Source: an optimization exercise on an open RTL-to-GDS flow (aim: small area, a short achievable clock period and few clock cycles). Production flows keep margins and buffers that such runs may drop.
The RTL was checked by simulation tests, not by an equivalence proof against the original design.
No activity file was given, so power comes from the tool's default toggle rates.

## quic_walk
module quic_walk (
    input  wire        clk,
    input  wire        rst,
    input  wire        in_valid,
    output wire        in_ready,
    input  wire [31:0] in_data,
    input  wire [2:0]  in_cnt,
    input  wire        in_last,
    output wire        frm_valid,
    output wire [3:0]  frm_kind,
    output wire [7:0]  frm_tag,
    output wire [15:0] frm_off,
    output wire [15:0] frm_len,
    output wire        done_valid,
    output wire [7:0]  done_status,
    output wire [7:0]  done_cause,
    output wire [15:0] done_nfrm,
    output wire [15:0] done_nbytes
);
Settings: LEC_CHECK=0, ABC_AREA=1, CAP_MARGIN=20, CORE_MARGIN=2, CORE_UTILIZATION=60, CTS_BUF_LIST=sky130_fd_sc_hd__clkbuf_8, PLACE_DENSITY=0.7, SETUP_SLACK_MARGIN=3.5, SLEW_MARGIN=20; clock period 8.0 ns.
standard.sh (not shown) runs the stock make flow with config.mk's settings and CLKGATE_MAP_FILE= SYNTH_SCRIPT=/design/flow/synth_recipe.tcl, a recipe that flattens the netlist after the stock synthesis.
==> flow/flow/run.sh <==
#!/bin/bash
# The standard layout (the standard.sh, all steps), with two changes to
# how it is built: the port buffers that buffer_ports inserts are plain
# sky130_fd_sc_hd__buf_1 cells (every input and output port still gets its
# own buffer), and clock tree synthesis adds no dummy loads to its leaves.
# The full output of make and of the DEF export goes to flow_make.log; ORFS
# keeps each step's own log under orfs/logs/.
set -euo pipefail
export BUFFER_PORTS_ARGS="-buffer_cell sky130_fd_sc_hd__buf_1"
export CTS_ARGS="-sink_clustering_enable -repair_clock_nets -buf_list sky130_fd_sc_hd__clkbuf_8 -dont_use_dummy_load"
bash standard.sh > flow_make.log 2>&1
The baseline completed with no timing, DRC or antenna violations.
Testbench counts at the start, summed over its fixed seeds: cycles 13,226.
==> next run, changes <==
- SETUP_SLACK_MARGIN: 3.5 -> 3.25
=> Register-to-register slack degrades by 0.09 ns. Final cell count goes down by 0.98%. Count of clock-buffer cells in the layout stays the same. Utilization falls by 1.5 points. Area after synthesis is unchanged. Cell area came out lower by 2.1%. Clock skew hardly moves.
==> next run, changes <==
- CORE_UTILIZATION: 60 -> 65
- PLACE_DENSITY: 0.7 -> 0.8
- SETUP_SLACK_MARGIN: 3.25 -> 3.5
Setup slack is better by 0.20 ns; via count rose by 5.2%; clock skew falls by 0.018 ns; utilization increases by 8.6 points; routed wire length is higher by about 6%; die area fell by about 7.5%; synthesized area is unchanged; power climbs by 3.4%; sequential share of layout area fell by 1.0 points; first-iteration DRC count went up by about 50%.
==> next run, changes <==
- PLACE_DENSITY: 0.8 -> 0.75
Result:
- clock power hardly moves
- fmax went up slightly
- setup slack improved by 0.080 ns
- total power barely changes
- final area rises slightly
- clock skew is higher by 0.0089 ns
- synthesized area is unchanged
- via count is about the same
- global-route usage came out lower by 1.2 points

========
quic_walk, a different RTL version from the one above (not shown whole).
Size in the first run: roughly 150 flip-flops, about 11000 sq um of cells after synthesis.
==> flow/design.v (excerpt) <==
module quic_walk (
    input  wire        clk,
    input  wire        rst,
    input  wire        in_valid,
    output wire        in_ready,
    input  wire [31:0] in_data,
    input  wire [2:0]  in_cnt,
    input  wire        in_last,
    output wire        frm_valid,
    output wire [3:0]  frm_kind,
    output wire [7:0]  frm_tag,
    output wire [15:0] frm_off,
    output wire [15:0] frm_len,
    output wire        done_valid,
    output wire [7:0]  done_status,
    output wire [7:0]  done_cause,
    output wire [15:0] done_nfrm,
    output wire [15:0] done_nbytes
);
export LEC_CHECK = 0
export ABC_AREA = 1
export CAP_MARGIN = 5
export CORE_MARGIN = 2
export CORE_UTILIZATION = 60
export CTS_BUF_LIST = sky130_fd_sc_hd__clkbuf_8
export PLACE_DENSITY = 0.7
export SETUP_SLACK_MARGIN = 3.25
export SLEW_MARGIN = 5
create_clock -name core_clock -period 8.0 [get_ports {clk}]
==> flow/flow/run.sh <==
#!/bin/bash
# The standard layout (the standard.sh, all steps), with the port buffers
# that buffer_ports inserts made plain sky130_fd_sc_hd__buf_1 cells: every
# input and output port still gets its own buffer. The full output of make and
# of the DEF export goes to flow_make.log; ORFS keeps each step's own log
# under orfs/logs/.
set -euo pipefail
export BUFFER_PORTS_ARGS="-buffer_cell sky130_fd_sc_hd__buf_1"
bash standard.sh > flow_make.log 2>&1
Testbench counts at the start, summed over its fixed seeds: cycles 13,226.
Edit:
==> flow/flow/run.sh (replaced) <==
#!/bin/bash
# The standard layout (the standard.sh, all steps), with two changes to
# how it is built: the port buffers that buffer_ports inserts are plain
# sky130_fd_sc_hd__buf_1 cells (every input and output port still gets its
# own buffer), and clock tree synthesis adds no dummy loads to its leaves.
# The full output of make and of the DEF export goes to flow_make.log; ORFS
# keeps each step's own log under orfs/logs/.
set -euo pipefail
export BUFFER_PORTS_ARGS="-buffer_cell sky130_fd_sc_hd__buf_1"
export CTS_ARGS="-sink_clustering_enable -repair_clock_nets -buf_list sky130_fd_sc_hd__clkbuf_8 -dont_use_dummy_load"
bash standard.sh > flow_make.log 2>&1
CAP_MARGIN = 20   (was 5)
SETUP_SLACK_MARGIN = 3.5   (was 3.25)
SLEW_MARGIN = 20   (was 5)
After rerunning:
- The changed run went through all stages and came out clean
- routed wire length goes up by 8.8%
- global-route usage went up by 2.7 points
- worst setup slack improved by 80 ps
- power shrinks by 4.0%
- count of clock-buffer cells in the layout is lower by 2
- flip-flop and latch count does not change
- via count came out higher by 4.8%
Edit:
==> flow/flow/run.sh (replaced) <==
#!/bin/bash
# The standard layout (the standard.sh, all steps), with the port buffers
# that buffer_ports inserts made plain sky130_fd_sc_hd__buf_1 cells: every
# input and output port still gets its own buffer. The full output of make and
# of the DEF export goes to flow_make.log; ORFS keeps each step's own log
# under orfs/logs/.
set -euo pipefail
export BUFFER_PORTS_ARGS="-buffer_cell sky130_fd_sc_hd__buf_1"
bash standard.sh > flow_make.log 2>&1
ABC_AREA = 0   (was 1)
SETUP_SLACK_MARGIN = 3.0   (was 3.5)
Cell area falls by 4.4%.
Synthesized area hardly moves.
Non-clock buffer count falls by 68.
Clock-buffer cell count is unchanged.

========
Another version of the RTL of quic_walk (not shown whole).
For scale: roughly 1600 cells after synthesis, ~140 flip-flops, about 130 I/O pins, ~11000 µm² of cells after synthesis.
make LEC_CHECK=0 ABC_AREA=1 CAP_MARGIN=20 CORE_MARGIN=2 CORE_UTILIZATION=60 CTS_BUF_LIST=sky130_fd_sc_hd__clkbuf_8 PLACE_DENSITY=0.7 SLEW_MARGIN=20 finish   # period 8.0 ns
run.sh (not shown) runs the stock make flow with config.mk's settings and CLKGATE_MAP_FILE= SYNTH_SCRIPT=/design/flow/synth_recipe.tcl, a recipe that flattens the netlist after the stock synthesis.
Stock flow here: none of the scripts above is used.
Testbench counts at the start, summed over its fixed seeds: cycles 13,428.
Edit:
- CORE_UTILIZATION: 60 -> 40
- CTS_BUF_LIST: sky130_fd_sc_hd__clkbuf_8 -> not set
- PLACE_DENSITY: 0.7 -> 0.6
=> The changed run completed without violations. Non-clock buffer count climbs by 2. Setup slack loses 0.044 ns. Worst hold slack loses 0.0094 ns. Routed wire length climbs by about 6%. Final cell count climbs by about 6%. Synthesized cell count stays the same. Clock skew hardly moves. Via count drops by 2.5%.

========
RTL: one of the versions met above, not the one the previous note started from.
Size in the first run: about 1600 cells after synthesis, ~0.011 mm2 of cells after synthesis.
clock: 8.0 ns
lec_check: 0
abc_area: 1
cap_margin: 5
core_margin: 2
core_utilization: 60
cts_buf_list: sky130_fd_sc_hd__clkbuf_8
place_density: 0.7
setup_slack_margin: 3.5
slew_margin: 5
standard.sh (not shown) runs the stock make flow with config.mk's settings and CLKGATE_MAP_FILE= SYNTH_SCRIPT=/design/flow/synth_recipe.tcl, a recipe that flattens the netlist after the stock synthesis.
==> flow/flow/run.sh <==
#!/bin/bash
# The standard layout (the standard.sh, all steps), with the port buffers
# that buffer_ports inserts made plain sky130_fd_sc_hd__buf_1 cells: every
# input and output port still gets its own buffer. The full output of make and
# of the DEF export goes to flow_make.log; ORFS keeps each step's own log
# under orfs/logs/.
set -euo pipefail
export BUFFER_PORTS_ARGS="-buffer_cell sky130_fd_sc_hd__buf_1"
bash standard.sh > flow_make.log 2>&1
Testbench counts at the start, summed over its fixed seeds: cycles 13,226.
==> next run, changes <==
Settings changed: CAP_MARGIN 5 to 20, SETUP_SLACK_MARGIN 3.5 to 3.0, SLEW_MARGIN 5 to 20.
Effect:
- final area came out lower by 8.3%
- clock power went down by about 5.6%
- hold slack is better by 9.9 ps
- first-iteration DRC count falls by about 6%
- register-to-register slack is worse by 230 ps
- core utilization fell by 6.1 points
- final cell count is lower by 4.1%

## what the ideal ports hide
In the flow no input, the clock included, has a driving cell. The finished layouts below were timed again as built, in two steps.
Step 1, drivers: a clkbuf_16 drives clk and a buf_2 each remaining input, both assumed.
Step 2 adds t to the input delays and takes it off the output delays; t is the mean of the earliest and latest rising clock arrival at the registers after step 1. Input paths then give back, and output paths get back, about the clock's delay inside the block.
Slacks: no drivers / after step 1 / after step 2; pairs: no drivers / after step 1.
| run | shift t [ns] | slack for setup (ns) | worst setup path after step 2 |
|---|---|---|---|
| the first run of note 1 | 0.486 | 3.431 / 3.388 / 3.651 | register to register |
| the second run of note 1 | 0.490 | 3.220 / 3.176 / 3.556 | register to register |
| the third run of note 1 | 0.491 | 3.421 / 3.378 / 3.599 | register to register |
| the fourth run of note 1 | 0.513 | 3.501 / 3.458 / 3.688 | register to register |
| the first run of note 2 | 0.507 | 3.350 / 3.307 / 3.423 | register to register |
| the second run of note 2 | 0.496 | 3.430 / 3.387 / 3.582 | register to register |
| the third run of note 2 | 0.514 | 3.101 / 3.059 / 3.199 | register to register |
| the first run of note 3 | 0.520 | 1.158 / 1.110 / 1.630 | register to output |
| the second run of note 3 | 0.488 | 1.115 / 1.064 / 1.552 | register to output |
| the first run of note 4 | 0.507 | 3.394 / 3.351 / 3.636 | register to register |
| the second run of note 4 | 0.506 | 3.135 / 3.093 / 3.411 | register to register |
After both steps setup and hold are still met in every run listed.
